This design comes from an exercise in tuning for small area, a short achievable clock period and few clock cycles per item on the open sky130 flow, not from production work.
RTL that was checked went through simulation tests only; none was proved equivalent to the original.
Function not checked in runs 1 to 3: the RTL went through the layout flow alone.
Power and IR drop assume default switching activity.

==> flow/design.v <==
module saes_core (
    input  wire        clk,
    input  wire        rst,
    input  wire        cmd_valid,
    output wire        cmd_ready,
    input  wire [23:0] cmd,
    output wire        rsp_valid,
    input  wire        rsp_ready,
    output wire        rsp_err,
    output wire [15:0] rsp_data
);
    localparam [7:0] OP_RDST  = 8'h01, OP_RST   = 8'h02, OP_GFM   = 8'h10,
                     OP_SBX   = 8'h20, OP_ISBX  = 8'h21, OP_SBB   = 8'h22,
                     OP_ISBB  = 8'h23, OP_LDS   = 8'h30, OP_RDS   = 8'h31,
                     OP_RDN   = 8'h32, OP_WRN   = 8'h33, OP_RDM   = 8'h34,
                     OP_WRM   = 8'h35, OP_RTN   = 8'h36, OP_LDK   = 8'h40,
                     OP_RDK   = 8'h41, OP_KEXP  = 8'h42, OP_RDW   = 8'h43,
                     OP_RDRK  = 8'h44, OP_ARK   = 8'h50, OP_ARKI  = 8'h51,
                     OP_SUBN  = 8'h52, OP_ISUBN = 8'h53, OP_MIXC  = 8'h54,
                     OP_IMIXC = 8'h55, OP_SHRW  = 8'h56, OP_ENC   = 8'h58,
                     OP_DEC   = 8'h59, OP_TRC   = 8'h60, OP_RDTI  = 8'h61,
                     OP_RDTS  = 8'h62, OP_RDTK  = 8'h63, OP_RDTW  = 8'h64;
    localparam [2:0] E_ILLEGAL = 3'd1, E_INDEX = 3'd2, E_NOKEY = 3'd3, E_NOTRACE = 3'd4;
    localparam [15:0] SB0 = 16'hC8B9, SB1 = 16'hEB0C, SB2 = 16'hF192, SB3 = 16'h705D;
    localparam [15:0] IB0 = 16'h48BE, IB1 = 16'h8DA9, IB2 = 16'hF1A2, IB3 = 16'hD0CD;
    function [3:0] sbox;
        input [3:0] n;
        sbox = {SB3[n], SB2[n], SB1[n], SB0[n]};
    endfunction
    function [3:0] isbox;
        input [3:0] n;
        isbox = {IB3[n], IB2[n], IB1[n], IB0[n]};
    endfunction
    function [3:0] xt;
        input [3:0] a;
        xt = {a[2:0], 1'b0} ^ (a[3] ? 4'h3 : 4'h0);
    endfunction
    function [3:0] gfmul;
        input [3:0] a;
        input [3:0] b;
        reg   [3:0] a1, a2, a3;
        begin
            a1 = xt(a);
            a2 = xt(a1);
            a3 = xt(a2);
            gfmul = (b[0] ? a : 4'h0) ^ (b[1] ? a1 : 4'h0) ^
                    (b[2] ? a2 : 4'h0) ^ (b[3] ? a3 : 4'h0);
        end
    endfunction
    function [3:0] mul2;
        input [3:0] a;
        mul2 = xt(a);
    endfunction
    function [3:0] mul4;
        input [3:0] a;
        mul4 = xt(xt(a));
    endfunction
    function [3:0] mul9;
        input [3:0] a;
        mul9 = xt(xt(xt(a))) ^ a;
    endfunction
    function [15:0] subn;
        input [15:0] s;
        subn = {sbox(s[15:12]), sbox(s[11:8]), sbox(s[7:4]), sbox(s[3:0])};
    endfunction
    function [15:0] isubn;
        input [15:0] s;
        isubn = {isbox(s[15:12]), isbox(s[11:8]), isbox(s[7:4]), isbox(s[3:0])};
    endfunction
    function [15:0] shr;
        input [15:0] s;
        shr = {s[15:12], s[3:0], s[7:4], s[11:8]};
    endfunction
    function [15:0] mix;
        input [15:0] s;
        mix = {s[15:12] ^ mul4(s[11:8]), mul4(s[15:12]) ^ s[11:8],
               s[7:4]   ^ mul4(s[3:0]),  mul4(s[7:4])   ^ s[3:0]};
    endfunction
    function [15:0] imix;
        input [15:0] s;
        imix = {mul9(s[15:12]) ^ mul2(s[11:8]), mul2(s[15:12]) ^ mul9(s[11:8]),
                mul9(s[7:4])   ^ mul2(s[3:0]),  mul2(s[7:4])   ^ mul9(s[3:0])};
    endfunction
    function [47:0] expandkey;
        input [15:0] key;
        reg   [7:0]  w0, w1, w2, w3, w4, w5;
        begin
            w0 = key[15:8];
            w1 = key[7:0];
            w2 = w0 ^ {sbox(w1[3:0]), sbox(w1[7:4])} ^ 8'h80;
            w3 = w2 ^ w1;
            w4 = w2 ^ {sbox(w3[3:0]), sbox(w3[7:4])} ^ 8'h30;
            w5 = w4 ^ w3;
            expandkey = {w0, w1, w2, w3, w4, w5};
        end
    endfunction
    reg [15:0] S, K, TX, TK;
    reg        KSV, TRV, MODE, ERR;
    reg [2:0]  ECODE;
    reg        pend, hold_err;
    wire [7:0]  op  = cmd[23:16];
    wire [15:0] imm = cmd[15:0];
    wire        stall;
    wire        accept = cmd_valid && !pend && !stall;
    wire        pend_nx = !rst && (pend ? !rsp_ready : (accept && !rsp_ready));
    assign cmd_ready = !pend && !stall;
    assign rsp_valid = pend || (cmd_valid && !stall);
    reg         csrc, cmode;
    wire [15:0] cx = csrc ? TX : S;
    wire [15:0] ck = csrc ? TK : K;
    wire        m  = cmode;
    reg  [31:0] EXW;
    wire [47:0] CW = {ck, EXW};
    wire [15:0] C0 = ck, C1 = EXW[31:16], C2 = EXW[15:0];
    wire [15:0] c2 = cx ^ (m ? C2 : C0);
    wire [15:0] c4 = m ? isubn(shr(c2)) : subn(shr(c2));
    wire [15:0] c3 = m ? shr(c2) : shr(c4);
    wire [15:0] cz = m ? (c4 ^ C1) : c4;
    wire [15:0] cm = m ? imix(cz) : mix(cz);
    wire [15:0] c5 = m ? cz : cm;
    wire [15:0] c6_nx = m ? cm : (cm ^ C1);
    reg  [15:0] MID;
    reg         mid_ok;
    wire [15:0] c6 = MID;
    wire [15:0] c8 = m ? isubn(shr(c6)) : subn(shr(c6));
    wire [15:0] c7 = m ? shr(c6) : shr(c8);
    wire [15:0] c9 = c8 ^ (m ? C0 : C2);
    wire need_k  = (op == OP_RDW) || (op == OP_RDRK) || (op == OP_ARK);
    wire need_cm = (op == OP_ENC) || (op == OP_DEC) || (op == OP_TRC);
    wire need_cm_mode = (op == OP_TRC) ? imm[0] : op[0];
    wire need_t  = (op == OP_RDTK) || (op == OP_RDTW);
    wire need_ts = (op == OP_RDTS);
    wire need_mid = (op == OP_ENC) || (op == OP_DEC) || (op == OP_TRC) ||
                    ((op == OP_RDTS) && (imm[3] || (imm[2] && imm[1])));
    assign stall = (need_mid && !mid_ok) ||
                 (need_k && csrc) ||
                 (need_cm && (csrc || cmode != need_cm_mode)) ||
                 (need_t && !csrc) ||
                 (need_ts && (!csrc || cmode != MODE));
    wire [3:0] ti = imm[3:0];
    wire [2:0] tj = imm[6:4];
    reg [15:0] tr_state;
    reg        tr_has_rk;
    always @(*) begin
        tr_state = TX;
        case (ti)
            4'd2: tr_state = c2;
            4'd3: tr_state = c3;
            4'd4: tr_state = c4;
            4'd5: tr_state = c5;
            4'd6: tr_state = c6;
            4'd7: tr_state = c7;
            4'd8: tr_state = c8;
            4'd9, 4'd10: begin
                tr_state = c9;
            end
            default: ;
        endcase
        tr_has_rk = (ti == 4'd2) || (ti == 4'd9) || (ti == 4'd5 && MODE) || (ti == 4'd6 && !MODE);
    end
    wire       tr_mid = MODE && (ti >= 4'd2) && (ti <= 4'd9);
    reg  [1:0]  rk_idx;
    reg         rk_none;
    always @(*) begin
        rk_none = 1'b0;
        rk_idx  = imm[1:0];
        if (op[5]) begin
            case (ti)
                4'd2:    rk_idx = MODE ? 2'd2 : 2'd0;
                4'd5:    begin rk_idx = 2'd1; rk_none = !MODE; end
                4'd6:    begin rk_idx = 2'd1; rk_none = MODE; end
                4'd9:    rk_idx = MODE ? 2'd0 : 2'd2;
                default: rk_none = 1'b1;
            endcase
        end
    end
    wire [15:0] rk_i = rk_none ? 16'h0000 :
                       (rk_idx == 2'd0) ? C0 : (rk_idx == 2'd1) ? C1 : C2;
    wire [15:0] tr_rk = rk_i;
    wire [2:0]  wb_idx = op[5] ? tj : imm[2:0];
    wire [7:0]  w_i    = (wb_idx == 3'd0) ? CW[47:40] : (wb_idx == 3'd1) ? CW[39:32] :
                         (wb_idx == 3'd2) ? CW[31:24] : (wb_idx == 3'd3) ? CW[23:16] :
                         (wb_idx == 3'd4) ? CW[15:8]  : CW[7:0];
    wire [7:0]  tr_word = (ti != 4'd1) ? 8'h00 : w_i;
    wire [15:0] ark_s = S ^ (op[0] ? imm : rk_i);
    reg         ex_err;
    reg  [2:0]  ex_code;
    reg  [15:0] ex_data;
    reg         ex_wr_s;
    reg  [15:0] ex_s;
    always @(*) begin
        ex_err  = 1'b0;
        ex_code = 3'd0;
        ex_data = 16'h0000;
        ex_wr_s = 1'b0;
        ex_s    = S;
        case (op)
            OP_RDST:  ex_data = {5'b0, ECODE, TRV, 1'b0, TRV, TRV, ERR, MODE, TRV, KSV};
            OP_RST:   ex_data = 16'h0000;
            OP_GFM:   ex_data = {12'h000, gfmul(imm[7:4], imm[3:0])};
            OP_SBX:   ex_data = {12'h000, sbox(imm[3:0])};
            OP_ISBX:  ex_data = {12'h000, isbox(imm[3:0])};
            OP_SBB:   ex_data = {8'h00, sbox(imm[7:4]), sbox(imm[3:0])};
            OP_ISBB:  ex_data = {8'h00, isbox(imm[7:4]), isbox(imm[3:0])};
            OP_LDS:   begin ex_wr_s = 1'b1; ex_s = imm; end
            OP_RDS:   ex_data = S;
            OP_RDN, OP_RDM: begin
                case ((op == OP_RDN) ? imm[1:0] : {imm[0], imm[1]})
                    2'd0: ex_data = {12'h000, S[15:12]};
                    2'd1: ex_data = {12'h000, S[11:8]};
                    2'd2: ex_data = {12'h000, S[7:4]};
                    default: ex_data = {12'h000, S[3:0]};
                endcase
            end
            OP_WRN, OP_WRM: begin
                ex_wr_s = 1'b1;
                case ((op == OP_WRN) ? imm[5:4] : {imm[4], imm[5]})
                    2'd0: ex_s = {imm[3:0], S[11:0]};
                    2'd1: ex_s = {S[15:12], imm[3:0], S[7:0]};
                    2'd2: ex_s = {S[15:8], imm[3:0], S[3:0]};
                    default: ex_s = {S[15:4], imm[3:0]};
                endcase
            end
            OP_RTN:   ex_data = {8'h00, imm[3:0], imm[7:4]};
            OP_LDK:   ex_data = 16'h0000;
            OP_RDK:   ex_data = K;
            OP_KEXP:  ex_data = 16'h0000;
            OP_RDW: begin
                if (imm[2:0] > 3'd5) begin
                    ex_err = 1'b1; ex_code = E_INDEX;
                end else if (!KSV) begin
                    ex_err = 1'b1; ex_code = E_NOKEY;
                end else begin
                    ex_data = {8'h00, w_i};
                end
            end
            OP_RDRK, OP_ARK: begin
                if (imm[1:0] == 2'd3) begin
                    ex_err = 1'b1; ex_code = E_INDEX;
                end else if (!KSV) begin
                    ex_err = 1'b1; ex_code = E_NOKEY;
                end else if (op == OP_RDRK) begin
                    ex_data = rk_i;
                end else begin
                    ex_wr_s = 1'b1;
                    ex_s    = ark_s;
                end
            end
            OP_ARKI:  begin ex_wr_s = 1'b1; ex_s = ark_s; end
            OP_SUBN:  begin ex_wr_s = 1'b1; ex_s = subn(S); end
            OP_ISUBN: begin ex_wr_s = 1'b1; ex_s = isubn(S); end
            OP_MIXC:  begin ex_wr_s = 1'b1; ex_s = mix(S); end
            OP_IMIXC: begin ex_wr_s = 1'b1; ex_s = imix(S); end
            OP_SHRW:  begin ex_wr_s = 1'b1; ex_s = shr(S); end
            OP_ENC:   begin ex_wr_s = 1'b1; ex_s = c9; end
            OP_DEC:   begin ex_wr_s = 1'b1; ex_s = c9; end
            OP_TRC:   begin ex_wr_s = 1'b1; ex_s = c9; end
            OP_RDTI, OP_RDTS, OP_RDTK, OP_RDTW: begin
                if (ti > 4'd10 || (op == OP_RDTW && tj > 3'd5)) begin
                    ex_err = 1'b1; ex_code = E_INDEX;
                end else if (!TRV) begin
                    ex_err = 1'b1; ex_code = E_NOTRACE;
                end else begin
                    case (op)
                        OP_RDTI: ex_data = {6'b0, ti == 4'd1, tr_has_rk, 3'b000, tr_mid, ti};
                        OP_RDTS: ex_data = tr_state;
                        OP_RDTK: ex_data = tr_rk;
                        default: ex_data = {8'h00, tr_word};
                    endcase
                end
            end
            default: begin
                ex_err = 1'b1; ex_code = E_ILLEGAL;
            end
        endcase
        if (ex_wr_s) ex_data = ex_s;
        if (ex_err) ex_data = {13'b0, ex_code};
    end
    assign rsp_err  = pend ? hold_err  : ex_err;
    assign rsp_data = pend ? MID : ex_data;
    always @(posedge clk) begin
        if (rst || (accept && op == OP_RST)) begin
            S     <= 16'h0000;
            K     <= 16'h0000;
            KSV   <= 1'b0;
            TRV   <= 1'b0;
            MODE  <= 1'b0;
            ERR   <= 1'b0;
            ECODE <= 3'd0;
        end else if (accept) begin
            if (ex_err) begin
                if (!ERR) begin
                    ERR   <= 1'b1;
                    ECODE <= ex_code;
                end
            end else begin
                if (ex_wr_s) S <= ex_s;
                if (op == OP_LDK) begin
                    K   <= imm;
                    KSV <= 1'b0;
                end
                if (op == OP_KEXP || op == OP_ENC || op == OP_DEC || op == OP_TRC)
                    KSV <= 1'b1;
                if (op == OP_TRC) begin
                    MODE <= imm[0];
                    TRV  <= 1'b1;
                end
            end
        end
    end
    always @(posedge clk) begin
        if (accept && op == OP_TRC) begin
            TX <= S;
            TK <= K;
        end
    end
    always @(posedge clk) begin
        if (rst) begin
            pend <= 1'b0;
        end else begin
            pend <= pend_nx;
        end
    end
    wire clr     = rst || (accept && op == OP_RST);
    wire set_cfg = cmd_valid && !pend && stall;
    wire csrc_nx  = clr ? 1'b0 :
                    set_cfg ? (need_t || need_ts) :
                    (accept && op == OP_TRC) ? 1'b1 : csrc;
    wire cmode_nx = clr ? 1'b0 :
                    set_cfg ? (need_ts ? MODE : need_cm_mode) :
                    (accept && op == OP_TRC) ? imm[0] : cmode;
    wire [47:0] EXP0 = expandkey(16'h0000);
    wire [47:0] exw_new   = expandkey((op == OP_LDK) ? imm : (csrc ? K : TK));
    wire        sw_src    = set_cfg && ((need_t || need_ts) != csrc);
    always @(posedge clk) begin
        csrc  <= csrc_nx;
        cmode <= cmode_nx;
        if (clr)
            EXW <= EXP0[31:0];
        else if (accept && op == OP_LDK && !csrc)
            EXW <= exw_new[31:0];
        else if (sw_src)
            EXW <= exw_new[31:0];
    end
    wire opnd_write = accept && !ex_err &&
                      ((ex_wr_s && op != OP_TRC) || op == OP_LDK || op == OP_RST);
    always @(posedge clk) begin
        MID    <= pend_nx ? (pend ? MID : ex_data) : c6_nx;
        mid_ok <= !clr && !opnd_write && !pend_nx && csrc_nx == csrc && cmode_nx == cmode;
    end
    always @(posedge clk) begin
        if (!pend) begin
            hold_err  <= ex_err;
        end
    end
endmodule
==> flow/flow/run.sh <==
#!/bin/bash
# Layout flow: the standard layout (standard.sh), with these changes:
#  - synthesis: Yosys's adder extraction is skipped (ADDER_MAP_FILE empty), so the
#    XOR-heavy cipher logic is mapped by ABC instead of being frozen into half-adder
#    cells, and ABC maps with flow/abc.script (deep AIG resynthesis, then area mapping)
#    in place of ORFS's abc_area.script;
#  - placement: every input and output port still gets its own buffer, but a buf_4
#    rather than the default choice (a slow delay cell).
# Everything else, including register names and cell types, is the standard flow's.
set -euo pipefail
export FLOW_WORK="$PWD"
export FLOW_ABC_SCRIPT="$PWD/flow/abc.script"
bash standard.sh ADDER_MAP_FILE= SYNTH_SCRIPT="$PWD/flow/synth.tcl" \
  BUFFER_PORTS_ARGS="-buffer_cell sky130_fd_sc_hd__buf_4" finish > standard_flow.log 2>&1
==> flow/flow/abc.script <==
strash
&get -n
&deepsyn -T 30
&put
dch -f
map -a
topo
stime -c
buffer -c
upsize -c
dnsize -c
==> flow/flow/synth.tcl <==
# The standard flow's synthesis script (synth_recipe.tcl), with ABC's -script replaced by this flow's.
proc abc {args} {
  set i [lsearch -exact $args -script]
  if { $i >= 0 } { lset args [expr { $i + 1 }] $::env(FLOW_ABC_SCRIPT) }
  yosys abc {*}$args
}
source $::env(FLOW_WORK)/synth_recipe.tcl
==> flow/standard.sh <==
#!/bin/bash
# synth_recipe.tcl (not shown) runs the flow's synth.tcl, then flattens the netlist and writes it again
# the make line also repeats each setting of config.mk as NAME=value (left out here)
make -C /OpenROAD-flow-scripts/flow DESIGN_CONFIG=/design/flow/config.mk WORK_HOME=/design/flow/orfs CLKGATE_MAP_FILE= SYNTH_SCRIPT=/design/flow/synth_recipe.tcl "${@:-finish}"
==> flow/config.mk <==
export PLATFORM = sky130hd
export DESIGN_NAME = saes_core
export DESIGN_NICKNAME = saes_core
export VERILOG_FILES = /design/flow/design.v
export SDC_FILE = /design/flow/constraint.sdc
export NUM_CORES = 4
export LEC_CHECK = 0
export ABC_AREA = 1
export CAP_MARGIN = 20
export CORE_MARGIN = 2
export CORE_UTILIZATION = 45
export SETUP_SLACK_MARGIN = 3
export SLEW_MARGIN = 20
==> flow/constraint.sdc <==
create_clock -name core_clock -period 10.0 [get_ports {clk}]
set_input_delay 2.0000 -clock core_clock [delete_from_list [all_inputs] [get_ports {clk}]]
set_output_delay 2.0000 -clock core_clock [all_outputs]
set_load 0.01 [all_outputs]
==> impl_metrics.env, run 1 <==
export IMPL_status="complete, no violations"
export IMPL_finalHoldViolations=0
export IMPL_fill_cells=3100
export IMPL_crit_type="input port to primary output"
export IMPL_antenna_found_initial=3
export IMPL_clock_sink_count=124
export IMPL_rows=64
export IMPL_io_pins=47
export IMPL_multi_input_area_um2=10210
export IMPL_initial_core_util_pct=45.73
export IMPL_ys_flop_type="dfxtp_1"
export IMPL_clk_latency_ps=450
export IMPL_via_count=19340
export IMPL_hold_buffers=0
export IMPL_hold_path_startpoint="K[1]$_SDFFE_PP0P_"
export IMPL_setup_violations_final=0
export IMPL_synth_compound_area_share_pct=38.46
export IMPL_ys_seq_area_share_pct=19.98
export IMPL_drtAntennaViolNets=0
export IMPL_ir_drop_mv=0.1035
export IMPL_fp_dieW_um=180.5
export IMPL_drive_gt1_share_pct=16.85
export IMPL_grt_first_pass_wirelength_mm=119.3
export IMPL_synth_seq_cells=124
export IMPL_dpl_hpwl_mm=64.68
export IMPL_cp_max_fo=11
export IMPL_arrival_ps=5130
export IMPL_reg2reg_slack_ps=5230
export IMPL_hp_class="register to register"
export IMPL_wl_mm=84.11
export IMPL_synth_mux_area_share_pct=0
export IMPL_post_route_period_util_pct=71.35
export IMPL_grt_start_max_net_pins=57
export IMPL_drcViolationCount=0
export IMPL_gp_congestion=1.158
export IMPL_synth_edf_count=32
export IMPL_drt_iter0_drc=3348
export IMPL_worst_r2r_endpoint="MID[2]$_DFF_P_"
export IMPL_cts_buffers=17
export IMPL_core_area_um2=30670
export IMPL_synth_area_top_cells="dfxtp_1 13%, nand2_1 9.0%, nor2_1 8.6%"
export IMPL_clockBufferDepth=2
export IMPL_cp_data_required_time_ps=8000
export IMPL_ff2ff_path_depth=25
export IMPL_slew_violations=0
export IMPL_worst_pin_slew_ps=1145
export IMPL_p_leak_uw=0.006498
export IMPL_rsz0062_at_grt="true"
export IMPL_yosys_area_share_simple_pct=24.10
export IMPL_tns_ps=0
export IMPL_syn_nets=2291
export IMPL_syn_to_final_growth_pct=17.43
export IMPL_async_reset_ff_share_pct=0
export IMPL_h_tree_depth=4
export IMPL_regArea_um2=2818
export IMPL_power_density_nw_per_um2=120.4
export IMPL_max_cap_violations=0
export IMPL_setup_worst_path_end_class="primary output"
export IMPL_ys_types=68
export IMPL_netlist_area_um2=14030
export IMPL_period_needed_ps=7135
export IMPL_overflow=0
export IMPL_synth_xor_area_share_pct=5.914
export IMPL_drt_pass1_iterations=10
export IMPL_hold_path_depth=0
export IMPL_grt_pass1_vias=17770
export IMPL_hold_slack_ps=486.2
export IMPL_timing_rr_start="csrc$_DFF_P_"
export IMPL_die_area_um2=32600
export IMPL_post_place_ws_ps=1600
export IMPL_tritoncts="built"
export IMPL_io_buffers=46
export IMPL_min_to="TK[1]$_DFFE_PP_"
export IMPL_synth_top_family_by_area="compound AO/OA/AOI/OAI gates"
export IMPL_syn_area_per_cell_um2=6.198
export IMPL_critPathLaunchType="input port"
export IMPL_synthTopCellsByCount="335 x nand2_1, 320 x nor2_1, 269 x inv_1, 209 x o21ai_0, 159 x a21oi_1"
export IMPL_die_y_um=180.5
export IMPL_yosysTopAreaCell="dfxtp_1"
export IMPL_yosysTopAreaCellShare_pct=13.13
export IMPL_grt_usage_pct=49.54
export IMPL_nNetsFinal=2342
export IMPL_path_clk_slew_ps=60
export IMPL_timing_final_ws_setup_ps=2865
export IMPL_worst_clock_skew_ps=15.30
export IMPL_maxSlewHeadroom_pct=23.41
export IMPL_synth_most_common_cell="nand2_1"
export IMPL_cts_root_buf="clkbuf_16"
export IMPL_vias_per_cell=7.084
export IMPL_fmax_mhz=140.2
export IMPL_yosysWarnings=1
export IMPL_syn_inst=2263
export IMPL_wl_per_cell_um=30.81
export IMPL_synth_adder_area_share_pct=0
==> routing by layer <==
layer / share of wire (%) / vias to the layer above / track usage (%)
li1: - / 8125 / -
met1: 35 / 8906 / 60.61
met2: 41 / 1838 / 73.21
met3: 15 / 468 / 17.68
met4: 8.1 / 2 / 32.32
met5: 0.056 / - / 1.037
==> final cells by class <==
type | instances | share of cell area [%]
repair buffers | 131 | 6.601
inverters | 310 | 7.429
diodes | 7 | 0.1064
clock buffers | 23 | 3.160
multi-input cells | 1730 | 62.00
flip-flops and latches | 124 | 17.11
well taps | 396 | 3.008
clock inverters | 9 | 0.5849
==> cell families after synthesis <==
logic type | count (synthesis)
buffers and inverters | 409
and+or+nand+nor | 820
AOI/OAI and AO/OA | 823
xor gates and xnor gates | 87
DFF | 124
==> layout by cell type, fill, tap and decap left out, types with 12 or more instances in the layout <==
cell type	netlist	layout
a211oi_1	33	31
a21oi_1	159	155
a221oi_1	40	26
a221oi_2	5	17
a22oi_1	33	33
a31oi_1	20	18
buf_4	1	115
clkbuf_16	0	19
clkinv_1	23	15
dfxtp_1	92	86
edfxtp_1	32	32
inv_1	269	254
inv_2	17	25
nand2_1	335	328
nand2_2	14	20
nand3_1	57	55
nor2_1	320	283
nor2_2	9	34
nor2_4	0	12
nor3_1	42	37
o2111ai_1	19	18
o211ai_1	32	32
o21ai_0	209	197
o21ai_1	28	35
o21ai_2	17	21
o221ai_1	38	35
o22ai_1	93	93
o31ai_1	14	13
or2_1	15	15
xnor2_1	24	22
xor2_1	54	52
==> power by group <==
group / switching [µW] / total (µW) / internal [µW]
registers: 33.9 / 564 / 531
clock network: 277 / 673 / 397
logic: 533 / 746 / 213
total: 844 / 1980 / 1140
==> critical path, cell delays in order <==
cell	delay, ps
buf_4	220
clkinvlp_4	290
nor2_1	410
inv_1	120
nor2_1	160
o21ai_0	140
o311ai_1	690
o211ai_1	260
a221oi_1	410
a22oi_1	210
buf_4	200
==> state kept, by name (all words and copies together) (netlist names), 3 cells and up <==
signal	flops
EXW	32
K	16
MID	16
S	16
TK	16
TX	16
ECODE	3
==> per-stage QoR <==
stage          total power, µW  cells  utilization (%)  area, µm²
2_1_floorplan            959.1   2263                -      14030
3_3_place_gp              1215   2641            47.89      14690
3_5_place_dp              1225   2641            47.89      14690
4_1_cts                   1903   2690            51.84      15900
5_1_grt                   2016   2723            53.65      16450
6_report                  1983   2730            53.70      16470
==> how the worst max path moves through the flow <==
stage                     cells past startpoint  slack (ps)    startpoint           to
final                                        11        2870        cmd[6]  rsp_data[4]
after floorplan                              14        3530        cmd[1]  rsp_data[8]
after global routing                         24        2810  csrc$_DFF_P_  rsp_data[6]
after global placement                       15        1690        cmd[0]  rsp_data[6]
after detailed placement                     17        1600        cmd[0]  rsp_data[3]
after CTS                                    12        2930        cmd[6]  rsp_data[3]
==> repair_timing <==
item,in CTS,in global routing
cloned,1,0
endpoints found under the setup margin,17,39
pin swaps,6,16
setup buffers,16,33
gates resized for setup,124,80
==> inputs of run 2 (changes only) <==
--- a/flow/design.v
+++ b/flow/design.v
@@ -324,7 +324,9 @@
     wire clr     = rst || (accept && op == OP_RST);
     wire set_cfg = cmd_valid && !pend && stall;
+    wire lds_sw   = accept && op == OP_LDS && csrc;
     wire csrc_nx  = clr ? 1'b0 :
                     set_cfg ? (need_t || need_ts) :
-                    (accept && op == OP_TRC) ? 1'b1 : csrc;
+                    (accept && op == OP_TRC) ? 1'b1 :
+                    lds_sw ? 1'b0 : csrc;
     wire cmode_nx = clr ? 1'b0 :
                     set_cfg ? (need_ts ? MODE : need_cm_mode) :
@@ -340,5 +342,5 @@
         else if (accept && op == OP_LDK && !csrc)
             EXW <= exw_new[31:0];
-        else if (sw_src)
+        else if (sw_src || lds_sw)
             EXW <= exw_new[31:0];
     end
==> run 2 against run 1 <==
  * Still clean
  * Cell count grew 4.2%
  * Sequential cell count is the same
  * Total power grew 8.0%
  * Fmax is 0.31% lower
  * Combinational power increased by 21%
  * Worst setup slack worse by 22 ps
  * Global-route usage rose by 1.6 points
  * Design area rose by 7.7%
  * Critical path depth up 13
  * Clock-buffer cell count fell by 3
  * First-iteration DRC count grew 11%
  * Sequential power grew 4.4%
  * Critical endpoint unchanged
==> impl_metrics.env, run 2 <==
export IMPL_rsz0062_at_grt="true"
export IMPL_yosysTopAreaCellShare_pct=12.82
export IMPL_worst_clock_skew_ps=24.05
export IMPL_worst_pin_slew_ps=1244
export IMPL_power_density_nw_per_um2=120.7
export IMPL_critPathMaxStageDelay_ps=210
export IMPL_largest_reg_flops=32
export IMPL_drt_pass1_iterations=12
export IMPL_gp_congestion=1.130
export IMPL_io_buffers=46
export IMPL_clock_sink_count=124
export IMPL_yosysWarnings=1
export IMPL_cts_root_buf="clkbuf_16"
export IMPL_ff2ff_path_depth=20
export IMPL_post_route_period_util_pct=71.57
export IMPL_synth_seq_cells=124
export IMPL_stdcell_area_um2=17740
export IMPL_crit_slowest_cell="o32ai_4"
export IMPL_reg2reg_slack_ps=5030
export IMPL_status="complete, no violations"
export IMPL_fp_dieW_um=182.7
export IMPL_tns_ps=0
export IMPL_max_cap_violations=0
export IMPL_worst_r2r_endpoint="mid_ok$_DFF_P_"
export IMPL_cp_max_fo=5
export IMPL_initial_core_util_pct=45.64
export IMPL_placed_area_um2=15100
export IMPL_hp_class="register to register"
export IMPL_netlist_area_um2=14360
export IMPL_dpl_hpwl_mm=65.75
export IMPL_ys_types=77
export IMPL_wl_mm=87.61
export IMPL_yosysTopAreaCell="dfxtp_1"
export IMPL_grt_usage_pct=51.17
export IMPL_drt_iter0_drc=3720
export IMPL_die_y_um=182.7
export IMPL_critPathLaunchType="input port"
export IMPL_synthTopCellsByCount="340 x nand2_1, 289 x nor2_1, 268 x inv_1, 187 x o21ai_0, 178 x a21oi_1"
export IMPL_synth_edf_count=32
export IMPL_hold_slack_ps=432.2
export IMPL_ys_seq_area_share_pct=19.51
export IMPL_arrival_ps=5160
export IMPL_drcViolationCount=0
export IMPL_timing_rr_start="csrc$_DFF_P_"
export IMPL_maxSlewHeadroom_pct=14.89
export IMPL_grt_first_pass_wirelength_mm=123.6
export IMPL_fmax_mhz=139.7
export IMPL_crit_path_start="cmd[2]"
export IMPL_grt_pass1_vias=17980
export IMPL_hold_buffers=0
export IMPL_via_count=19940
export IMPL_h_tree_depth=4
export IMPL_syn_area_per_cell_um2=6.245
export IMPL_fill_cells=3051
export IMPL_drive_gt1_share_pct=22.86
export IMPL_crit_end="rsp_data[4]"
export IMPL_final_common_cell="nand2_1"
export IMPL_slew_violations=0
export IMPL_tritoncts="built"
export IMPL_period_needed_ps=7157
export IMPL_regMostFlops="EXW"
export IMPL_finalHoldViolations=0
export IMPL_antenna_found_initial=6
export IMPL_crit_type="input port to primary output"
export IMPL_io_pins=47
export IMPL_syn_to_final_growth_pct=23.48
export IMPL_synth_area_top_cells="dfxtp_1 13%, nand2_1 8.9%, nor2_1 7.6%"
export IMPL_post_place_ws_ps=1547
export IMPL_ir_drop_mv=0.1374
export IMPL_vias_per_cell=7.005
export IMPL_timing_final_ws_setup_ps=2843
export IMPL_clockBufferDepth=2
export IMPL_syn_nets=2328
export IMPL_grt_start_max_net_pins=66
export IMPL_synth_most_common_cell="nand2_1"
export IMPL_setup_worst_path_end_class="primary output"
export IMPL_setup_violations_final=0
export IMPL_syn_inst=2300
export IMPL_nNetsFinal=2456
export IMPL_ys_flop_type="dfxtp_1"
export IMPL_cts_buffers=17
export IMPL_p_leak_uw=0.007110
export IMPL_async_reset_ff_share_pct=0
export IMPL_cp_common_cell="buf_4"
export IMPL_drtAntennaViolNets=0
export IMPL_final_cell_mix="337 x nand2_1, 254 x inv_1, 250 x nor2_1"
export IMPL_overflow=0
export IMPL_die_area_um2=33360
export IMPL_wl_per_cell_um=30.78
export IMPL_cp_cell_sequence="buf_16 > inv_4 > nand3_2 > o211ai_1 > buf_4 > buf_4 > buf_4 > buf_4 > buf_4 > buf_4 > buf_4 > buf_4 > buf_4 > buf_4 > buf_4 > buf_4 > buf_4 > buf_4 > buf_4 > buf_4 > and3_4 > o32ai_4 > a22oi_2 > buf_4"
export IMPL_rows=65
export IMPL_core_area_um2=31470
export IMPL_cp_data_required_time_ps=8000
export IMPL_path_clk_slew_ps=60
export IMPL_clk_latency_ps=470
run 2: cell families after synthesis:
| kind of cell | share of synthesized area (%) |
|---|---|
| AND/OR/NAND/NOR | 25.20 |
| AO/OA/AOI/OAI | 36.48 |
| XOR/XNOR | 6.786 |
| buffers and inverters | 12.02 |
| flip-flops | 19.51 |
run 2: per-stage QoR:
step / power (µW) / utilization (%) / instances
5_1_grt: 2173 / 56.33 / 2843
3_5_place_dp: 1343 / 47.97 / 2697
2_1_floorplan: 1056 / - / 2300
6_report: 2141 / 56.35 / 2846
4_1_cts: 2032 / 53.76 / 2807
3_3_place_gp: 1333 / 47.97 / 2697
run 2: how the worst min path moves through the flow:
| stage | startpoint | end | slack (ps) | cells past startpoint |
|---|---|---|---|---|
| final | K[1]$_SDFFE_PP0P_ | TK[1]$_DFFE_PP_ | 430 | 0 |
| after global routing | K[1]$_SDFFE_PP0P_ | TK[1]$_DFFE_PP_ | 450 | 0 |
| after CTS | K[1]$_SDFFE_PP0P_ | TK[1]$_DFFE_PP_ | 430 | 0 |
| after detailed placement | K[1]$_SDFFE_PP0P_ | TK[1]$_DFFE_PP_ | 420 | 0 |
| after global placement | K[4]$_SDFFE_PP0P_ | TK[4]$_DFFE_PP_ | 410 | 0 |
| after floorplan | S[15]$_SDFFE_PP0P_ | TX[15]$_DFFE_PP_ | 400 | 0 |
run 2: power breakdown:
part	leakage [µW]	switching, µW	internal [µW]
Combinational	0.00581	629	273
Sequential	0.00103	49.6	539
Clock	0.000270	295	357
Total	0.00711	973	1170
run 2: layer usage:
layer	vias up	wire, µm	GRT usage, %	share of wire (%)
met3	500	12560	15.89	14
met1	9245	31860	64.61	36
met5	-	109	0	0.12
met4	6	8091	36.10	9.2
li1	8341	-	-	-
met2	1844	34980	73.87	40
run 2: final cells by class:
type | count | area (µm²) | area share (%)
Multi-Input combinational cell | 1745 | 10750 | 60.62
Sequential cell | 124 | 2806 | 15.82
Tap cell | 402 | 503.0 | 2.836
Antenna cell | 3 | 7.507 | 0.04233
Clock inverter | 12 | 110.1 | 0.6208
Inverter | 333 | 1319 | 7.436
Timing Repair inverter | 1 | 7.507 | 0.04233
Timing Repair Buffer | 206 | 1774 | 10.00
Clock buffer | 20 | 456.7 | 2.575
run 2: timing repair:
item | in CTS | in global routing
pin swaps | 28 | 48
gates resized for setup | 169 | 122
buffers inserted | 77 | 35
endpoints found under the hold margin | 0 | 0
endpoints found under the setup margin | 17 | 16
cloned | 1 | 1
run 2: critical path, delay by kind of cell:
family | cells | cell delay, ps
buf+inv | 19 | 2370
compound gates | 3 | 490
simple gates | 2 | 280
==> inputs of run 3 (changes only) <==
--- a/flow/design.v
+++ b/flow/design.v
@@ -123,5 +123,9 @@
     reg         mid_ok;
     wire [15:0] c6 = MID;
-    wire [15:0] c8 = m ? isubn(shr(c6)) : subn(shr(c6));
+    wire        is_subn = op[1] && !op[5];
+    wire [15:0] sb2_in  = is_subn ? S : shr(c6);
+    wire        sb2_inv = is_subn ? op[0] : m;
+    wire [15:0] sb2_out = sb2_inv ? isubn(sb2_in) : subn(sb2_in);
+    wire [15:0] c8 = sb2_out;
     wire [15:0] c7 = m ? shr(c6) : shr(c8);
     wire [15:0] c9 = c8 ^ (m ? C0 : C2);
@@ -248,6 +252,6 @@
             end
             OP_ARKI:  begin ex_wr_s = 1'b1; ex_s = ark_s; end
-            OP_SUBN:  begin ex_wr_s = 1'b1; ex_s = subn(S); end
-            OP_ISUBN: begin ex_wr_s = 1'b1; ex_s = isubn(S); end
+            OP_SUBN:  begin ex_wr_s = 1'b1; ex_s = sb2_out; end
+            OP_ISUBN: begin ex_wr_s = 1'b1; ex_s = sb2_out; end
             OP_MIXC:  begin ex_wr_s = 1'b1; ex_s = mix(S); end
             OP_IMIXC: begin ex_wr_s = 1'b1; ex_s = imix(S); end
==> run 3 against run 2 <==
  * Still clean
  * Design area shrank 1.8%
  * Sequential power is 8.5% lower
  * Die area shrank 4.4%
  * Via count is 2.8% lower
  * Sequential share of layout area rose by 0.28 points
  * Largest cell class unchanged
  * Highest routed layer unchanged
==> impl_metrics.env, run 3 <==
export IMPL_tns_ps=0
export IMPL_max_cap_violations=0
export IMPL_yosysTopAreaCellShare_pct=13.43
export IMPL_timing_rr_start="S[1]$_SDFFE_PP0P_"
export IMPL_hp_class="register to register"
export IMPL_yosysWarnings=1
export IMPL_worst_clock_skew_ps=23.40
export IMPL_crit_path_start="cmd[19]"
export IMPL_finalHoldViolations=0
export IMPL_drt_pass1_iterations=10
export IMPL_post_place_ws_ps=1331
export IMPL_synth_edf_count=32
export IMPL_synthTopCellsByCount="366 x nand2_1, 290 x inv_1, 279 x nor2_1, 216 x o21ai_0, 158 x a21oi_1"
export IMPL_p_leak_uw=0.006968
export IMPL_die_area_um2=31880
export IMPL_clockBufferDepth=2
export IMPL_setup_violations_final=0
export IMPL_drcViolationCount=0
export IMPL_clk_latency_ps=450
export IMPL_fp_dieW_um=178.6
export IMPL_ys_flop_type="dfxtp_1"
export IMPL_synth_seq_cells=124
export IMPL_cts_root_buf="clkbuf_16"
export IMPL_async_reset_ff_share_pct=0
export IMPL_yosysTopAreaCell="dfxtp_1"
export IMPL_grt_first_pass_wirelength_mm=121.6
export IMPL_grt_pass1_vias=18000
export IMPL_rows=63
export IMPL_stdcell_area_um2=17420
export IMPL_clock_sink_count=124
export IMPL_synth_most_common_cell="nand2_1"
export IMPL_crit_end="rsp_data[1]"
export IMPL_period_needed_ps=7429
export IMPL_antenna_found_initial=4
export IMPL_reg2reg_slack_ps=4230
export IMPL_overflow=0
export IMPL_final_cell_mix="355 x nand2_1, 267 x inv_1, 233 x nor2_1"
export IMPL_syn_nets=2248
export IMPL_nNetsFinal=2373
export IMPL_via_count=19380
export IMPL_slew_violations=0
export IMPL_setup_worst_path_end_class="primary output"
export IMPL_timing_final_ws_setup_ps=2571
export IMPL_top_usage_layer="met2"
export IMPL_io_pins=47
export IMPL_die_y_um=178.6
export IMPL_drtAntennaViolNets=0
export IMPL_h_tree_depth=4
export IMPL_placed_area_um2=14550
export IMPL_io_buffers=46
export IMPL_post_route_period_util_pct=74.29
export IMPL_arrival_ps=5430
export IMPL_fin_util_pct=58.47
export IMPL_gr_usage_met3_pct=21.33
export IMPL_wl_mm=86.11
export IMPL_fmax_mhz=134.6
export IMPL_worst_pin_slew_ps=1242
export IMPL_critPathLaunchType="input port"
export IMPL_largest_reg_flops=32
export IMPL_synth_area_top_cells="dfxtp_1 13%, nand2_1 10%, inv_1 7.9%"
export IMPL_grt_start_max_net_pins=52
export IMPL_dpl_hpwl_mm=64.72
export IMPL_final_common_cell="nand2_1"
export IMPL_ys_seq_area_share_pct=20.44
export IMPL_worst_r2r_endpoint="S[3]$_SDFFE_PP0P_"
export IMPL_cts_buffers=17
export IMPL_status="complete, no violations"
export IMPL_initial_core_util_pct=46.01
export IMPL_wl_per_cell_um=31.30
export IMPL_path_clk_slew_ps=60
export IMPL_power_density_nw_per_um2=112.8
export IMPL_hold_slack_ps=439.5
export IMPL_met2_usage_pct=77.35
export IMPL_syn_area_per_cell_um2=6.176
export IMPL_drive_gt1_share_pct=23.41
export IMPL_crit_type="input port to primary output"
export IMPL_core_area_um2=29800
export IMPL_maxSlewHeadroom_pct=17.19
export IMPL_tritoncts="built"
export IMPL_use_met1_pct=62.69
export IMPL_ff2ff_path_depth=38
export IMPL_syn_inst=2220
export IMPL_cp_data_required_time_ps=8000
export IMPL_cp_max_fo=12
export IMPL_syn_to_final_growth_pct=27.06
export IMPL_drt_iter0_drc=3679
export IMPL_gp_congestion=1.130
export IMPL_ir_drop_mv=0.1358
export IMPL_vias_per_cell=7.043
export IMPL_regMostFlops="EXW"
export IMPL_ys_types=76
export IMPL_grt_usage_pct=53.38
export IMPL_netlist_area_um2=13710
export IMPL_rsz0062_at_grt="true"
## run 3: cell types whose count changed in the layout (fill, tap and decap cells not counted), sizes merged, moves of 12 or more
cell,delta
a21oi,-20
a22oi,+21
a31oi,-13
buf,-19
nand2,+26
nand3,-25
nor2,-19
nor3,-12
o21ai,+24
o221ai,-13
o22ai,-17
## run 3: per-layer routing
layer | up-vias | part of all wire, %
met4 | 2 | 9.9
met3 | 583 | 16
met2 | 1926 | 41
met5 | - | 0.015
li1 | 8020 | -
met1 | 8845 | 34
## run 3: how the worst min path moves through the flow
stage / cells after the start / slack (ps) / to / start
floorplan: 0 / 410 / TX[0]$_DFFE_PP_ / S[0]$_SDFFE_PP0P_
global placement: 0 / 420 / TK[1]$_DFFE_PP_ / K[1]$_SDFFE_PP0P_
detailed placement: 0 / 430 / TK[1]$_DFFE_PP_ / K[1]$_SDFFE_PP0P_
CTS: 0 / 440 / TK[1]$_DFFE_PP_ / K[1]$_SDFFE_PP0P_
global route: 0 / 470 / TK[1]$_DFFE_PP_ / K[1]$_SDFFE_PP0P_
finish: 0 / 440 / TK[1]$_DFFE_PP_ / K[1]$_SDFFE_PP0P_
## run 3: where the power goes
group | total, µW | internal [µW] | switching (µW)
combinational | 787 | 269 | 518
clock | 639 | 356 | 283
sequential | 539 | 526 | 13.1
total | 1970 | 1150 | 814
## run 3: worst max-delay path, stage by stage
cell	delay, ps
buf_4	130
nor2_4	50
inv_2	140
nor2_2	70
inv_2	100
nor2_1	60
buf_4	190
inv_1	100
buf_4	240
nor2_1	120
inv_1	190
nor2_1	60
nor2_1	380
nand4_1	160
nor3_1	360
o21ai_0	260
nor4_4	480
a22oi_2	150
buf_4	190
## run 3: stage by stage
step | power (µW) | instances
3_5_place_dp | 1077 | 2620
5_1_grt | 1987 | 2749
3_3_place_gp | 1073 | 2620
6_report | 1966 | 2751
4_1_cts | 1803 | 2712
2_1_floorplan | 846.7 | 2220
## run 3: cells by family (layout without fill, tap and decap cells)
kind of cell    Yosys count  count (layout)  share of synthesized area, %
flops                   124             124                         20.44
other cells               0               3                             0
simple gates            809             809                         24.87
compound gates          784             784                         36.55
xor+xnor                 91              91                         6.525
buf+inv                 412             550                         11.62
## run 3: timing repair
item                                    CTS  global route
hold buffers                              0             0
cloned                                    3             0
pin swaps                                33            62
resized for setup                       222           150
endpoints found under the setup margin   16            17
buffers inserted                         57            36
## run 3: final cells by class
type,instances,area (µm²)
clock buffers,21,493.0
flip-flops and latches,124,2805
diodes,3,7.507
fillers,2835,12380
repair buffers,186,1609
well taps,390,488.0
multi-input cells,1684,10610
repair inverters,1,16.27
inverters,331,1315
clock inverters,11,77.57
==> inputs of run 4 (changes only) <==
--- a/flow/design.v
+++ b/flow/design.v
@@ -123,9 +123,5 @@
     reg         mid_ok;
     wire [15:0] c6 = MID;
-    wire        is_subn = op[1] && !op[5];
-    wire [15:0] sb2_in  = is_subn ? S : shr(c6);
-    wire        sb2_inv = is_subn ? op[0] : m;
-    wire [15:0] sb2_out = sb2_inv ? isubn(sb2_in) : subn(sb2_in);
-    wire [15:0] c8 = sb2_out;
+    wire [15:0] c8 = m ? isubn(shr(c6)) : subn(shr(c6));
     wire [15:0] c7 = m ? shr(c6) : shr(c8);
     wire [15:0] c9 = c8 ^ (m ? C0 : C2);
@@ -190,5 +186,4 @@
     reg         ex_err;
     reg  [2:0]  ex_code;
-    reg  [15:0] ex_data;
     reg         ex_wr_s;
     reg  [15:0] ex_s;
@@ -196,25 +191,10 @@
         ex_err  = 1'b0;
         ex_code = 3'd0;
-        ex_data = 16'h0000;
         ex_wr_s = 1'b0;
         ex_s    = S;
         case (op)
-            OP_RDST:  ex_data = {5'b0, ECODE, TRV, 1'b0, TRV, TRV, ERR, MODE, TRV, KSV};
-            OP_RST:   ex_data = 16'h0000;
-            OP_GFM:   ex_data = {12'h000, gfmul(imm[7:4], imm[3:0])};
-            OP_SBX:   ex_data = {12'h000, sbox(imm[3:0])};
-            OP_ISBX:  ex_data = {12'h000, isbox(imm[3:0])};
-            OP_SBB:   ex_data = {8'h00, sbox(imm[7:4]), sbox(imm[3:0])};
-            OP_ISBB:  ex_data = {8'h00, isbox(imm[7:4]), isbox(imm[3:0])};
+            OP_RDST, OP_RST, OP_GFM, OP_SBX, OP_ISBX, OP_SBB, OP_ISBB, OP_RDS,
+            OP_RDN, OP_RDM, OP_RTN, OP_LDK, OP_RDK, OP_KEXP: ;
             OP_LDS:   begin ex_wr_s = 1'b1; ex_s = imm; end
-            OP_RDS:   ex_data = S;
-            OP_RDN, OP_RDM: begin
-                case ((op == OP_RDN) ? imm[1:0] : {imm[0], imm[1]})
-                    2'd0: ex_data = {12'h000, S[15:12]};
-                    2'd1: ex_data = {12'h000, S[11:8]};
-                    2'd2: ex_data = {12'h000, S[7:4]};
-                    default: ex_data = {12'h000, S[3:0]};
-                endcase
-            end
             OP_WRN, OP_WRM: begin
                 ex_wr_s = 1'b1;
@@ -226,8 +206,4 @@
                 endcase
             end
-            OP_RTN:   ex_data = {8'h00, imm[3:0], imm[7:4]};
-            OP_LDK:   ex_data = 16'h0000;
-            OP_RDK:   ex_data = K;
-            OP_KEXP:  ex_data = 16'h0000;
             OP_RDW: begin
                 if (imm[2:0] > 3'd5) begin
@@ -235,6 +211,4 @@
                 end else if (!KSV) begin
                     ex_err = 1'b1; ex_code = E_NOKEY;
-                end else begin
-                    ex_data = {8'h00, w_i};
                 end
             end
@@ -244,7 +218,5 @@
                 end else if (!KSV) begin
                     ex_err = 1'b1; ex_code = E_NOKEY;
-                end else if (op == OP_RDRK) begin
-                    ex_data = rk_i;
-                end else begin
+                end else if (op == OP_ARK) begin
                     ex_wr_s = 1'b1;
                     ex_s    = ark_s;
@@ -252,12 +224,10 @@
             end
             OP_ARKI:  begin ex_wr_s = 1'b1; ex_s = ark_s; end
-            OP_SUBN:  begin ex_wr_s = 1'b1; ex_s = sb2_out; end
-            OP_ISUBN: begin ex_wr_s = 1'b1; ex_s = sb2_out; end
+            OP_SUBN:  begin ex_wr_s = 1'b1; ex_s = subn(S); end
+            OP_ISUBN: begin ex_wr_s = 1'b1; ex_s = isubn(S); end
             OP_MIXC:  begin ex_wr_s = 1'b1; ex_s = mix(S); end
             OP_IMIXC: begin ex_wr_s = 1'b1; ex_s = imix(S); end
             OP_SHRW:  begin ex_wr_s = 1'b1; ex_s = shr(S); end
-            OP_ENC:   begin ex_wr_s = 1'b1; ex_s = c9; end
-            OP_DEC:   begin ex_wr_s = 1'b1; ex_s = c9; end
-            OP_TRC:   begin ex_wr_s = 1'b1; ex_s = c9; end
+            OP_ENC, OP_DEC, OP_TRC: begin ex_wr_s = 1'b1; ex_s = c9; end
             OP_RDTI, OP_RDTS, OP_RDTK, OP_RDTW: begin
                 if (ti > 4'd10 || (op == OP_RDTW && tj > 3'd5)) begin
@@ -265,11 +235,4 @@
                 end else if (!TRV) begin
                     ex_err = 1'b1; ex_code = E_NOTRACE;
-                end else begin
-                    case (op)
-                        OP_RDTI: ex_data = {6'b0, ti == 4'd1, tr_has_rk, 3'b000, tr_mid, ti};
-                        OP_RDTS: ex_data = tr_state;
-                        OP_RDTK: ex_data = tr_rk;
-                        default: ex_data = {8'h00, tr_word};
-                    endcase
                 end
             end
@@ -278,9 +241,52 @@
             end
         endcase
-        if (ex_wr_s) ex_data = ex_s;
-        if (ex_err) ex_data = {13'b0, ex_code};
     end
-    assign rsp_err  = pend ? hold_err  : ex_err;
-    assign rsp_data = pend ? MID : ex_data;
+    wire h_rdst = (op == OP_RDST), h_gfm  = (op == OP_GFM),  h_sbx  = (op == OP_SBX),
+         h_isbx = (op == OP_ISBX), h_sbb  = (op == OP_SBB),  h_isbb = (op == OP_ISBB),
+         h_lds  = (op == OP_LDS),  h_rds  = (op == OP_RDS),  h_rdn  = (op == OP_RDN),
+         h_wrn  = (op == OP_WRN),  h_rdm  = (op == OP_RDM),  h_wrm  = (op == OP_WRM),
+         h_rtn  = (op == OP_RTN),  h_rdk  = (op == OP_RDK),  h_rdw  = (op == OP_RDW),
+         h_rdrk = (op == OP_RDRK), h_ark  = (op == OP_ARK),  h_arki = (op == OP_ARKI),
+         h_subn = (op == OP_SUBN), h_isub = (op == OP_ISUBN), h_mixc = (op == OP_MIXC),
+         h_imix = (op == OP_IMIXC), h_shrw = (op == OP_SHRW),
+         h_cph  = (op == OP_ENC) || (op == OP_DEC) || (op == OP_TRC),
+         h_rdti = (op == OP_RDTI), h_rdts = (op == OP_RDTS), h_rdtk = (op == OP_RDTK),
+         h_rdtw = (op == OP_RDTW);
+    wire ok_w   = KSV && (imm[2:1] != 2'b11);
+    wire ok_rk  = KSV && (imm[1:0] != 2'b11);
+    wire ok_t   = TRV && (ti <= 4'd10);
+    wire ok_tw  = ok_t && (tj <= 3'd5);
+    wire [1:0]  rdn_i  = h_rdn ? imm[1:0] : {imm[0], imm[1]};
+    wire [3:0]  s_nib  = (rdn_i == 2'd0) ? S[15:12] : (rdn_i == 2'd1) ? S[11:8] :
+                         (rdn_i == 2'd2) ? S[7:4] : S[3:0];
+    wire [15:0] rd =
+        ({16{h_rdst}} & {5'b0, ECODE, TRV, 1'b0, TRV, TRV, ERR, MODE, TRV, KSV}) |
+        ({16{h_gfm}}  & {12'h000, gfmul(imm[7:4], imm[3:0])}) |
+        ({16{h_sbx}}  & {12'h000, sbox(imm[3:0])}) |
+        ({16{h_isbx}} & {12'h000, isbox(imm[3:0])}) |
+        ({16{h_sbb}}  & {8'h00, sbox(imm[7:4]), sbox(imm[3:0])}) |
+        ({16{h_isbb}} & {8'h00, isbox(imm[7:4]), isbox(imm[3:0])}) |
+        ({16{h_lds}}  & imm) |
+        ({16{h_rds}}  & S) |
+        ({16{h_rdn || h_rdm}} & {12'h000, s_nib}) |
+        ({16{h_wrn || h_wrm}} & ex_s) |
+        ({16{h_rtn}}  & {8'h00, imm[3:0], imm[7:4]}) |
+        ({16{h_rdk}}  & K) |
+        ({16{h_rdw && ok_w}} & {8'h00, w_i}) |
+        ({16{h_rdrk && ok_rk}} & rk_i) |
+        ({16{(h_ark && ok_rk) || h_arki}} & ark_s) |
+        ({16{h_subn}} & subn(S)) |
+        ({16{h_isub}} & isubn(S)) |
+        ({16{h_mixc}} & mix(S)) |
+        ({16{h_imix}} & imix(S)) |
+        ({16{h_shrw}} & shr(S)) |
+        ({16{h_cph}}  & c9) |
+        ({16{h_rdti && ok_t}} & {6'b0, ti == 4'd1, tr_has_rk, 3'b000, tr_mid, ti}) |
+        ({16{h_rdts && ok_t}} & tr_state) |
+        ({16{h_rdtk && ok_t}} & tr_rk) |
+        ({16{h_rdtw && ok_tw}} & {8'h00, tr_word}) |
+        {13'b0, ex_code};
+    assign rsp_err  = pend ? hold_err : ex_err;
+    assign rsp_data = pend ? MID : rd;
     always @(posedge clk) begin
         if (rst || (accept && op == OP_RST)) begin
@@ -352,5 +358,5 @@
                       ((ex_wr_s && op != OP_TRC) || op == OP_LDK || op == OP_RST);
     always @(posedge clk) begin
-        MID    <= pend_nx ? (pend ? MID : ex_data) : c6_nx;
+        MID    <= pend_nx ? (pend ? MID : rd) : c6_nx;
         mid_ok <= !clr && !opnd_write && !pend_nx && csrc_nx == csrc && cmode_nx == cmode;
     end
--- a/flow/flow/run.sh
+++ b/flow/flow/run.sh
@@ -3,5 +3,5 @@
 #  - synthesis: Yosys's adder extraction is skipped (ADDER_MAP_FILE empty), so the
 #    XOR-heavy cipher logic is mapped by ABC instead of being frozen into half-adder
-#    cells, and ABC maps with flow/abc.script (deep AIG resynthesis, then area mapping)
+#    cells, and ABC maps with flow/abc.script (deep AIG resynthesis until 20 rounds bring no gain, then area mapping)
 #    in place of ORFS's abc_area.script;
 #  - placement: every input and output port still gets its own buffer, but a buf_4
==> flow/flow/abc.script (replaced) <==
strash
&get -n
&deepsyn -J 20 -T 600
&put
dch -f
map -a
topo
stime -c
buffer -c
upsize -c
dnsize -c
==> run 4 against run 3 <==
  * Sequential cell count is the same
  * Highest routed layer unchanged
  * Sequential power grew about 10%
  * First-iteration DRC count grew 2.0%
  * Clock power grew 7.2%
  * Sequential share of layout area grew 1.2 points
  * Wire length shrank 3.6%
  * Design area shrank 6.7%
  * Hold slack gained 0.62 ps
  * Clock skew grew 1.1 ps
==> impl_metrics.env, run 4 <==
export IMPL_timing_final_ws_setup_ps=2955
export IMPL_min_to="TK[2]$_DFFE_PP_"
export IMPL_finalHoldViolations=0
export IMPL_fill_cells=3053
export IMPL_grt_start_max_net_pins=70
export IMPL_ys_seq_area_share_pct=20.06
export IMPL_tns_ps=0
export IMPL_synth_most_common_cell="nand2_1"
export IMPL_async_reset_ff_share_pct=0
export IMPL_via_count=19150
export IMPL_synth_mux_area_share_pct=0.1701
export IMPL_grt_first_pass_wirelength_mm=117.8
export IMPL_grt_pass1_vias=17250
export IMPL_finalNonFillerCells=2670
export IMPL_synth_seq_cells=124
export IMPL_syn_inst=2218
export IMPL_initial_core_util_pct=45.68
export IMPL_slew_violations=0
export IMPL_use_met1_pct=61.05
export IMPL_max_cap_violations=0
export IMPL_setup_worst_path_end_class="primary output"
export IMPL_multi_input_area_um2=10110
export IMPL_ys_types=75
export IMPL_cp_data_required_time_ps=8000
export IMPL_critPathLaunchType="input port"
export IMPL_syn_area_per_cell_um2=6.300
export IMPL_hold_slack_ps=440.1
export IMPL_hold_path_depth=0
export IMPL_syn_nets=2246
export IMPL_largest_reg_flops=32
export IMPL_fmax_mhz=142.0
export IMPL_post_route_period_util_pct=70.45
export IMPL_synth_adder_area_share_pct=0
export IMPL_reg2reg_slack_ps=5320
export IMPL_worst_r2r_endpoint="MID[2]$_DFF_P_"
export IMPL_status="complete, no violations"
export IMPL_p_leak_uw=0.006447
export IMPL_worst_pin_slew_ps=988.2
export IMPL_nNetsFinal=2286
export IMPL_drive_gt1_share_pct=16.60
export IMPL_ff2ff_path_depth=23
export IMPL_synth_compound_area_share_pct=36.60
export IMPL_yosysTopAreaCell="dfxtp_1"
export IMPL_met2_usage_pct=72.24
export IMPL_yosysWarnings=1
export IMPL_overflow=0
export IMPL_cts_root_buf="clkbuf_16"
export IMPL_ys_flop_type="dfxtp_1"
export IMPL_crit_type="input port to primary output"
export IMPL_top_usage_layer="met2"
export IMPL_setup_violations_final=0
export IMPL_synth_edf_count=32
export IMPL_clock_sink_count=124
export IMPL_period_needed_ps=7045
export IMPL_syn_to_final_growth_pct=16.37
export IMPL_core_area_um2=30590
export IMPL_drt_pass1_iterations=9
export IMPL_drtAntennaViolNets=0
export IMPL_worst_clock_skew_ps=24.51
export IMPL_die_area_um2=32480
export IMPL_netlist_area_um2=13970
export IMPL_die_y_um=180.2
export IMPL_grt_usage_pct=48.84
export IMPL_drcViolationCount=0
export IMPL_regArea_um2=2806
export IMPL_final_cell_mix="323 x nand2_1, 274 x nor2_1, 265 x inv_1"
export IMPL_ir_drop_mv=0.1109
export IMPL_clk_latency_ps=460
export IMPL_fp_dieW_um=180.2
export IMPL_cts_buffers=17
export IMPL_total_power_uw=2220
export IMPL_clockBufferDepth=2
export IMPL_drt_iter0_drc=3751
export IMPL_antenna_found_initial=4
export IMPL_final_common_cell="nand2_1"
export IMPL_wl_mm=83.01
export IMPL_maxSlewHeadroom_pct=34.12
export IMPL_synth_xor_area_share_pct=7.316
export IMPL_gp_congestion=1.089
export IMPL_yosysTopAreaCellShare_pct=13.18
export IMPL_hold_path_startpoint="K[2]$_SDFFE_PP0P_"
export IMPL_io_pins=47
export IMPL_yosys_area_share_simple_pct=24.10
export IMPL_synthTopCellsByCount="327 x nand2_1, 302 x nor2_1, 277 x inv_1, 177 x o21ai_0, 142 x a21oi_1"
export IMPL_vias_per_cell=7.172
export IMPL_arrival_ps=5040
export IMPL_regMostFlops="EXW"
export IMPL_dp_cells=2595
export IMPL_io_buffers=46
export IMPL_timing_rr_start="csrc$_DFF_P_"
export IMPL_cp_max_fo=16
export IMPL_synth_top_family_by_area="compound AO/OA/AOI/OAI gates"
export IMPL_wl_per_cell_um=31.09
export IMPL_h_tree_depth=4
export IMPL_power_density_nw_per_um2=136.5
export IMPL_post_place_ws_ps=1777
export IMPL_path_clk_slew_ps=70
export IMPL_rsz0062_at_grt="true"
export IMPL_rows=64
export IMPL_hp_class="register to register"
export IMPL_tritoncts="built"
export IMPL_synth_area_top_cells="dfxtp_1 13%, nand2_1 8.8%, nor2_1 8.1%"
export IMPL_dpl_hpwl_mm=63.69
export IMPL_gr_usage_met3_pct=16.51
[run 4: cell count changes after synthesis, moves of 10 or more]
cell,before,now
nor2_1,279,302
clkbuf_1,58,69
o21ai_1,49,31
a21oi_1,158,142
a22oi_1,58,48
nand2_1,366,327
nand3_1,44,72
o221ai_1,22,32
a221oi_1,33,45
o21ai_0,216,177
inv_1,290,277
[run 4: through the flow]
step	cell area (µm²)	utilization (%)
floorplan	13970	-
global placement	14620	47.78
detailed placement	14620	47.78
CTS	15670	51.23
global route	16250	53.13
finish	16260	53.16
[run 4: worst max-delay path, stage by stage]
cell	delay (ps)
buf_6	200
clkinvlp_4	200
buf_4	170
nor2_1	200
inv_1	140
nor2_2	210
nand3_1	100
o21ai_1	290
nand2_1	230
nor2_4	360
nand2_1	130
o211ai_1	120
nor2_1	150
a41oi_2	320
buf_4	180
[run 4: cells by family after synthesis]
group,Yosys count
simple gates,808
mux,2
xor+xnor,100
buf+inv,416
flops,124
compound gates,768
[run 4: how the worst max path moves through the flow]
stage / start / end / slack [ps] / cells after the start
2_1_floorplan: cmd[0] / rsp_data[5] / 3410 / 14
3_3_place_gp: cmd[1] / rsp_data[6] / 1790 / 15
3_5_place_dp: cmd[1] / rsp_data[6] / 1780 / 15
4_1_cts: cmd[0] / rsp_data[2] / 2940 / 14
5_1_grt: csrc$_DFF_P_ / rsp_data[2] / 2920 / 21
6_report: cmd[0] / rsp_data[1] / 2960 / 15
[run 4: timing repair]
item                       4_1_cts  5_1_grt
pin swaps                        7       18
gates cloned                     0        0
hold buffers                     0        0
gates resized for setup         73       93
buffers inserted                15       25
setup endpoints to repair       17       17
[run 4: final cells by class]
class,instances,share of cell area (%)
diodes,3,0.04617
clock buffers,17,2.616
clock inverters,15,1.170
inverters,320,7.749
multi-input cells,1678,62.19
flip-flops and latches,124,17.26
well taps,396,3.047
repair buffers,117,5.925
[run 4: per-layer routing]
| layer | part of all wire [%] | vias up |
|---|---|---|
| li1 | - | 7912 |
| met1 | 35 | 8816 |
| met2 | 41 | 1961 |
| met3 | 16 | 455 |
| met4 | 8.0 | 6 |
| met5 | 0.12 | - |
[run 4: report_power, final]
group          leakage, µW  switching [µW]  internal (µW)  total, µW
Combinational      0.00513             667            272        939
Sequential         0.00102            55.7            539        595
Clock             0.000301             324            362        685
Testbench counts of run 4, summed over its fixed seeds: cycles 80,887, cmds 75,981.
==> inputs of run 5 (changes only) <==
--- a/flow/flow/run.sh
+++ b/flow/flow/run.sh
@@ -3,5 +3,5 @@
 #  - synthesis: Yosys's adder extraction is skipped (ADDER_MAP_FILE empty), so the
 #    XOR-heavy cipher logic is mapped by ABC instead of being frozen into half-adder
-#    cells, and ABC maps with flow/abc.script (deep AIG resynthesis until 20 rounds bring no gain, then area mapping)
+#    cells, and ABC maps with flow/abc.script (deep AIG resynthesis until 20 rounds bring no gain, then mapping to a 3 ns delay target)
 #    in place of ORFS's abc_area.script;
 #  - placement: every input and output port still gets its own buffer, but a buf_4
==> flow/flow/abc.script (replaced) <==
strash
&get -n
&deepsyn -J 20 -T 600
&put
dch -f
map -D 3000
topo
stime -c
buffer -c
upsize -c
dnsize -c
==> run 5 against run 4 <==
  * Clock-buffer cell count increased by 4
  * Wire length increased by 1.8%
  * First-iteration DRC count decreased by 9.8%
  * Non-clock buffer count decreased by 4
  * Clock power decreased by 5.8%
  * Register-to-register slack got worse by 40 ps
==> impl_metrics.env, run 5 <==
export IMPL_async_reset_ff_share_pct=0
export IMPL_tns_ps=0
export IMPL_post_place_ws_ps=1849
export IMPL_regMostFlops="EXW"
export IMPL_slew_violations=0
export IMPL_fp_dieW_um=179.8
export IMPL_synth_area_top_cells="dfxtp_1 13%, nand2_1 9.2%, nor2_1 8.0%"
export IMPL_netlist_area_um2=13900
export IMPL_rsz0062_at_grt="true"
export IMPL_syn_inst=2216
export IMPL_gp_congestion=1.112
export IMPL_via_count=19070
export IMPL_grt_pass1_vias=17270
export IMPL_drcViolationCount=0
export IMPL_syn_nets=2244
export IMPL_setup_worst_path_end_class="primary output"
export IMPL_vias_per_cell=7.160
export IMPL_grt_usage_pct=50.19
export IMPL_clk_latency_ps=450
export IMPL_status="complete, no violations"
export IMPL_synth_most_common_cell="nand2_1"
export IMPL_cts_root_buf="clkbuf_16"
export IMPL_ys_seq_area_share_pct=20.16
export IMPL_io_pins=47
export IMPL_crit_type="input port to primary output"
export IMPL_timing_final_ws_setup_ps=2868
export IMPL_cp_max_fo=18
export IMPL_final_cell_mix="337 x nand2_1, 272 x nor2_1, 252 x inv_1"
export IMPL_drt_iter0_drc=3385
export IMPL_total_power_uw=2117
export IMPL_antenna_found_initial=2
export IMPL_max_cap_violations=0
export IMPL_core_area_um2=30510
export IMPL_synth_edf_count=32
export IMPL_cts_buffers=17
export IMPL_maxSlewHeadroom_pct=24.67
export IMPL_path_clk_slew_ps=60
export IMPL_clock_sink_count=124
export IMPL_fin_util_pct=52.66
export IMPL_grt_start_max_net_pins=62
export IMPL_critPathLaunchType="input port"
export IMPL_ys_flop_type="dfxtp_1"
export IMPL_synthTopCellsByCount="341 x nand2_1, 297 x nor2_1, 270 x inv_1, 180 x o21ai_0, 149 x a21oi_1"
export IMPL_dpl_hpwl_mm=64.35
export IMPL_tritoncts="built"
export IMPL_fmax_mhz=140.2
export IMPL_setup_violations_final=0
export IMPL_power_density_nw_per_um2=131.7
export IMPL_largest_reg_flops=32
export IMPL_hp_class="register to register"
export IMPL_arrival_ps=5130
export IMPL_period_needed_ps=7132
export IMPL_yosysTopAreaCellShare_pct=13.25
export IMPL_io_buffers=46
export IMPL_nNetsFinal=2280
export IMPL_wl_per_cell_um=31.73
export IMPL_grt_first_pass_wirelength_mm=120.0
export IMPL_drtAntennaViolNets=0
export IMPL_ys_types=74
export IMPL_synth_seq_cells=124
export IMPL_wl_mm=84.53
export IMPL_drive_gt1_share_pct=15.76
export IMPL_yosysWarnings=1
export IMPL_post_route_period_util_pct=71.32
export IMPL_die_y_um=179.8
export IMPL_finalHoldViolations=0
export IMPL_clockBufferDepth=2
export IMPL_hold_slack_ps=459.2
export IMPL_drt_pass1_iterations=9
export IMPL_rows=64
export IMPL_syn_area_per_cell_um2=6.274
export IMPL_die_area_um2=32320
export IMPL_p_leak_uw=0.006391
export IMPL_cp_data_required_time_ps=8000
export IMPL_initial_core_util_pct=45.57
export IMPL_overflow=0
export IMPL_worst_clock_skew_ps=17.39
export IMPL_worst_pin_slew_ps=1126
export IMPL_final_common_cell="nand2_1"
export IMPL_syn_to_final_growth_pct=15.57
export IMPL_ir_drop_mv=0.1271
export IMPL_h_tree_depth=4
export IMPL_yosysTopAreaCell="dfxtp_1"
## run 5: cell count changes in the layout (fill, tap and decap cells not counted), sizes merged, moves of 3 or more
cell / previous run / this run
o211ai: 33 / 30
clkbuf: 17 / 22
inv: 314 / 297
clkinv: 11 / 15
nand2: 342 / 352
nor2: 313 / 307
a221oi: 46 / 43
buf: 117 / 112
a21oi: 148 / 151
clkinvlp: 9 / 12
## run 5: final timing paths
kind / start / end / slack (ps) / depth (start not counted)
worst max-delay path: cmd[3] / rsp_data[13] / 2870 / 11
worst min-delay path: K[2]$_SDFFE_PP0P_ / TK[2]$_DFFE_PP_ / 460 / 0
worst max register to register: csrc$_DFF_P_ / MID[10]$_DFF_P_ / 5280 / 22
worst min register to register: K[2]$_SDFFE_PP0P_ / TK[2]$_DFFE_PP_ / 460 / 0
## run 5: critical path, stage by stage
cell,delay (ps)
buf_6,170
inv_2,400
nor2_1,250
buf_4,250
nor2_2,430
o221ai_1,230
a221oi_1,480
o2111ai_2,320
o211ai_2,160
a41oi_4,210
buf_4,210
## run 5: what timing repair did
action / 4_1_cts / 5_1_grt
setup buffers: 9 / 20
hold buffers: 0 / 0
pin swaps: 5 / 8
resized for setup: 73 / 90
endpoints found under the setup margin: 16 / 16
cloned: 0 / 1
## run 5: layout make-up
cell class                      instances  area [µm²]
Clock inverter                         11       95.09
Timing Repair Buffer                  113       917.1
Sequential cell                       124        2809
Inverter                              313        1242
Tap cell                              396       495.5
Clock buffer                           21       493.0
Antenna cell                            3       7.507
Multi-Input combinational cell       1683       10010
Fill cell                            3105       14440
## run 5: metal layers
layer,GRT usage (%),share of wire (%),up-vias
met5,0,0.037,-
met3,17.20,15,517
li1,-,-,7909
met1,62.43,36,8837
met2,73.44,40,1807
met4,33.11,9.1,4
## run 5: logic make-up (layout without fill, tap and decap cells)
| family | count (synthesis) | in the layout | share of synthesized area (%) |
|---|---|---|---|
| simple gates | 814 | 814 | 24.41 |
| xor+xnor | 99 | 99 | 7.128 |
| other cells | 0 | 3 | 0 |
| flops | 124 | 124 | 20.16 |
| buf+inv | 409 | 458 | 11.75 |
| compound gates | 768 | 768 | 36.41 |
| mux | 2 | 2 | 0.1440 |
## run 5: power breakdown
group / total, µW / internal [µW] / switching, µW
Combinational: 872 / 262 / 610
Clock: 645 / 360 / 285
Sequential: 600 / 540 / 60.3
## run 5: stage by stage
stage	area (µm²)	instances
floorplan	13900	2216
global placement	14570	2599
detailed placement	14570	2599
CTS	15500	2640
global route	16060	2661
finish	16070	2664

==> separate check: timing with driven ports <==
How much do the figures lean on ideal ports? The routed layouts below were timed once more, with nothing changed but the port constraints. Step 1, drivers: a clkbuf_16 drives clk and a buf_2 each remaining input, both assumed. Step 2 adds t to the input delays and takes it off the output delays; t is the mean of the earliest and latest rising clock arrival at the registers after step 1. Input paths then give back, and output paths get back, about the clock's delay inside the block. Three values: ideal ports, drivers, drivers and shift; two values: the first two.
run	t, ns	setup slack, ns	worst setup path after step 2	worst slew at a driven data input, ns
run 1	0.493	2.865 / 2.842 / 2.842	input to output	0.05
run 2	0.522	2.843 / 2.747 / 2.581	input to register	0.09
run 3	0.498	2.571 / 2.547 / 2.465	input to register	0.06
run 4	0.500	2.955 / 2.920 / 2.920	input to output	0.06
run 5	0.499	2.868 / 2.831 / 2.655	input to register	0.05
After both steps every run listed still meets setup and hold. For run 2, which loses most, drivers alone change the setup slack by -0.096 ns; drivers and shift together by -0.262 ns.
